Background: an optimization exercise with open tools, aiming at small area. Do not read the settings as production practice.
In this exercise RTL edits were held to simulation tests only and were not proved equivalent to the original.
No driver is modelled on the clock port, so clocking that relies on it looks cheaper here than on a real chip.
No activity file was given, so power comes from the tool's default toggle rates.

## Q
// hdlc_framer
module hdlc_framer (
    input  wire        clk,
    input  wire        rst,
    input  wire        tx_valid,
    output wire        tx_ready,
    input  wire [1:0]  tx_op,
    input  wire [7:0]  tx_data,
    output wire        ts_valid,
    output wire [1:0]  ts_code,
    output wire        wo_valid,
    output wire [7:0]  wo_data,
    input  wire        wo_ready,
    input  wire        ri_valid,
    input  wire [7:0]  ri_data,
    output wire        ro_valid,
    output wire        ro_event,
    output wire [7:0]  ro_data,
    input  wire        ft_valid,
    output wire        ft_ready,
    input  wire        ft_op,
    input  wire [15:0] ft_len,
    input  wire [7:0]  ft_data,
    output wire        fs_valid,
    output wire [1:0]  fs_code,
    output wire        fo_valid,
    output wire [7:0]  fo_data,
    input  wire        fo_ready,
    input  wire        fi_valid,
    input  wire        fi_abort,
    input  wire [7:0]  fi_data,
    output wire        fr_valid,
    output wire [7:0]  fr_data,
    output wire        fe_valid,
    output wire [2:0]  fe_code
);
==> module flen_tx, before the edit <==
module flen_tx #(
    parameter FLEN_MAX = 1500
) (
    input  wire        clk,
    input  wire        rst,
    input  wire        ft_valid,
    output wire        ft_ready,
    input  wire        ft_op,       
    input  wire [15:0] ft_len,
    input  wire [7:0]  ft_data,
    output wire        fs_valid,
    output wire [1:0]  fs_code,
    output wire        fo_valid,
    output wire [7:0]  fo_data,
    input  wire        fo_ready
);
    reg [10:0] nrem;         
    reg        hi_pend;      
    reg        active;     
    wire rem_zero = !active;
    wire [15:0] x = ft_len;
    wire big = |x[15:11] | (x[10] & (x[9] | (x[8] & x[7] & x[6] & (x[5] | (x[4] & x[3] & x[2] & (x[1] | x[0]))))));
    wire ok       = ft_op ? (rem_zero && !big) : !rem_zero;
    assign ft_ready = !hi_pend && fo_ready;
    assign fs_valid = ft_valid && ft_ready;
    assign fs_code  = {ft_op && rem_zero && big, ft_op ^ rem_zero};
    assign fo_valid = hi_pend || (ft_valid && ok);
    assign fo_data  = hi_pend ? {5'd0, ~nrem[10:8]} : ft_op ? ft_len[7:0] : ft_data;
    wire accept_ok = ft_valid && ft_ready && ok;
    wire [10:0] carry;
    assign carry[0] = 1'b1;
    genvar i;
    generate for (i = 1; i < 11; i = i + 1) begin : g_inc
        assign carry[i] = carry[i-1] & nrem[i-1];
    end endgenerate
    wire [10:0] nrem_inc = nrem ^ carry;
    always @(posedge clk) begin
        if (rst) begin
            active    <= 1'b0;
            hi_pend   <= 1'b0;
        end else begin
            if (hi_pend && fo_ready)
                hi_pend <= 1'b0;
            if (accept_ok) begin
                if (ft_op) begin
                    active    <= |ft_len[10:0];
                    hi_pend   <= 1'b1;
                end else begin
                    active    <= (nrem != 11'h7FE);
                end
            end
        end
    end
    always @(posedge clk)
        if (accept_ok)
            nrem <= ft_op ? ~ft_len[10:0] : nrem_inc;
endmodule
==> flow/config.mk <==
export PLATFORM = sky130hd
export DESIGN_NAME = hdlc_framer
export DESIGN_NICKNAME = hdlc_framer
export VERILOG_FILES = /design/flow/design.v
export SDC_FILE = /design/flow/constraint.sdc
export NUM_CORES = 4
export LEC_CHECK = 0
export ABC_AREA = 1
export CAP_MARGIN = 20
export CORE_MARGIN = 2
export CORE_UTILIZATION = 50
export SLEW_MARGIN = 20
==> flow/constraint.sdc <==
create_clock -name core_clock -period 6.0 [get_ports {clk}]
set_input_delay 1.2000 -clock core_clock [delete_from_list [all_inputs] [get_ports {clk}]]
set_output_delay 1.2000 -clock core_clock [all_outputs]
set_load 0.01 [all_outputs]
standard.sh (not shown) runs the stock make flow with config.mk's settings and CLKGATE_MAP_FILE= SYNTH_SCRIPT=/design/flow/synth_recipe.tcl, a recipe that flattens the netlist after the stock synthesis.
==> flow/flow/run.sh <==
#!/bin/bash
# Own layout flow: the standard synthesis unchanged, then the standard ORFS
# steps with these changes:
#  - ports are buffered with sky130_fd_sc_hd__buf_1 (still one buffer per port)
#  - CTS inserts no dummy loads
#  - before CTS, combinational cells are downsized to their smallest drive
#    strength, and repair_design fixes any slew/cap violation (flow/downsize.tcl)
#  - after CTS, clock buffers over the slew target are upsized (flow/clkfix.tcl)
# Each step's output goes to a log file of its own here.
set -euo pipefail
bash standard.sh synth > synth.log 2>&1
export BUFFER_PORTS_ARGS="-buffer_cell sky130_fd_sc_hd__buf_1"
export CTS_ARGS="-sink_clustering_enable -repair_clock_nets -dont_use_dummy_load -buf_list sky130_fd_sc_hd__clkbuf_4"
export PRE_CTS_TCL="$PWD/flow/downsize.tcl"
export POST_CTS_TCL="$PWD/flow/clkfix.tcl"
bash standard.sh floorplan > floorplan.log 2>&1
bash standard.sh place > place.log 2>&1
bash standard.sh cts > cts.log 2>&1
bash standard.sh route > route.log 2>&1
bash standard.sh finish > finish.log 2>&1
Other scripts of this flow, unchanged in this note and not shown: flow/flow/clkfix.tcl, flow/flow/downsize.tcl
For S, these inputs were changed with respect to Q:
-- flow/design.v --
<<< Q, line 199
    reg [10:0] nrem;         
    reg        hi_pend;      
    reg        active;     
    wire rem_zero = !active;
    wire [15:0] x = ft_len;
    wire big = |x[15:11] | (x[10] & (x[9] | (x[8] & x[7] & x[6] & (x[5] | (x[4] & x[3] & x[2] & (x[1] | x[0]))))));
>>> S, line 199
    reg [10:0] nrem;         
    reg        hi_pend;      
    wire [15:0] x = ft_len;
    wire big = |x[15:11] | (x[10] & (x[9] | (x[8] & x[7] & x[6] & (x[5] | (x[4] & x[3] & x[2] & (x[1] | x[0]))))));
<<< Q, line 217
    end endgenerate
    wire [10:0] nrem_inc = nrem ^ carry;
    always @(posedge clk) begin
        if (rst) begin
            active    <= 1'b0;
            hi_pend   <= 1'b0;
        end else begin
            if (hi_pend && fo_ready)
>>> S, line 215
    end endgenerate
    wire [10:0] nrem_inc = nrem ^ carry;
    wire        rem_zero = carry[10] & nrem[10];     
    always @(posedge clk) begin
        if (rst) begin
            nrem    <= 11'h7FF;
            hi_pend <= 1'b0;
        end else begin
            if (hi_pend && fo_ready)
<<< Q, line 226
            if (accept_ok) begin
                if (ft_op) begin
                    active    <= |ft_len[10:0];
                    hi_pend   <= 1'b1;
                end else begin
                    active    <= (nrem != 11'h7FE);
                end
            end
        end
    end
    always @(posedge clk)
        if (accept_ok)
            nrem <= ft_op ? ~ft_len[10:0] : nrem_inc;
endmodule
module flen_rx #(
>>> S, line 225
            if (accept_ok) begin
                if (ft_op) begin
                    nrem    <= ~ft_len[10:0];
                    hi_pend <= 1'b1;
                end else begin
                    nrem    <= nrem_inc;
                end
            end
        end
    end
endmodule
module flen_rx #(
- There was hardly any difference in overall die height between Q and S.
- Between S and Q, the utilization figures differ only marginally.
- Minimum clock period after layout ended up 46 ps higher on S than on Q.
- Relative to Q, the internal power of the cells measured on S has increased by more than 10%.
- Compared with Q, in S final wirelength has increased, delay of the slowest cell on the worst path neither gained nor lost much, routability congestion estimate from global placement went up about 7%, final instance count without filler cells has increased.
- Via count of the routed design, S and Q: lower on Q
- S vs. Q: number of enable flip-flop cells after synthesis went down by 11.

## re-timing with driven ports
The flow's constraints put no driver on any port. The routed layouts listed below were extracted and timed again, unchanged, in two steps.
Step 1 (the two cells are an assumption about what drives the block):
set clk [get_ports {clk}]
set_driving_cell -lib_cell sky130_fd_sc_hd__clkbuf_16 $clk
set_driving_cell -lib_cell sky130_fd_sc_hd__buf_2 [delete_from_list [all_inputs] $clk]
Step 2 times the ports against the registers' clock, not the clock port: input delays grow and output delays shrink by t, the midpoint of the rising clock arrivals with the driver on.
Slacks: ideal ports / drivers / drivers and shift; pairs: ideal ports / drivers.
run | shift t [ns] | setup WS [ns] | hold slack, ns | worst slew at a driven data input, ns
Q | 0.358 | 0.764 / 0.722 / 1.080 | 0.431 / 0.431 / 0.431 | 0.05
S | 0.360 | 0.719 / 0.681 / 1.041 | 0.418 / 0.418 / 0.418 | 0.04
After both steps every run listed still meets setup and hold.
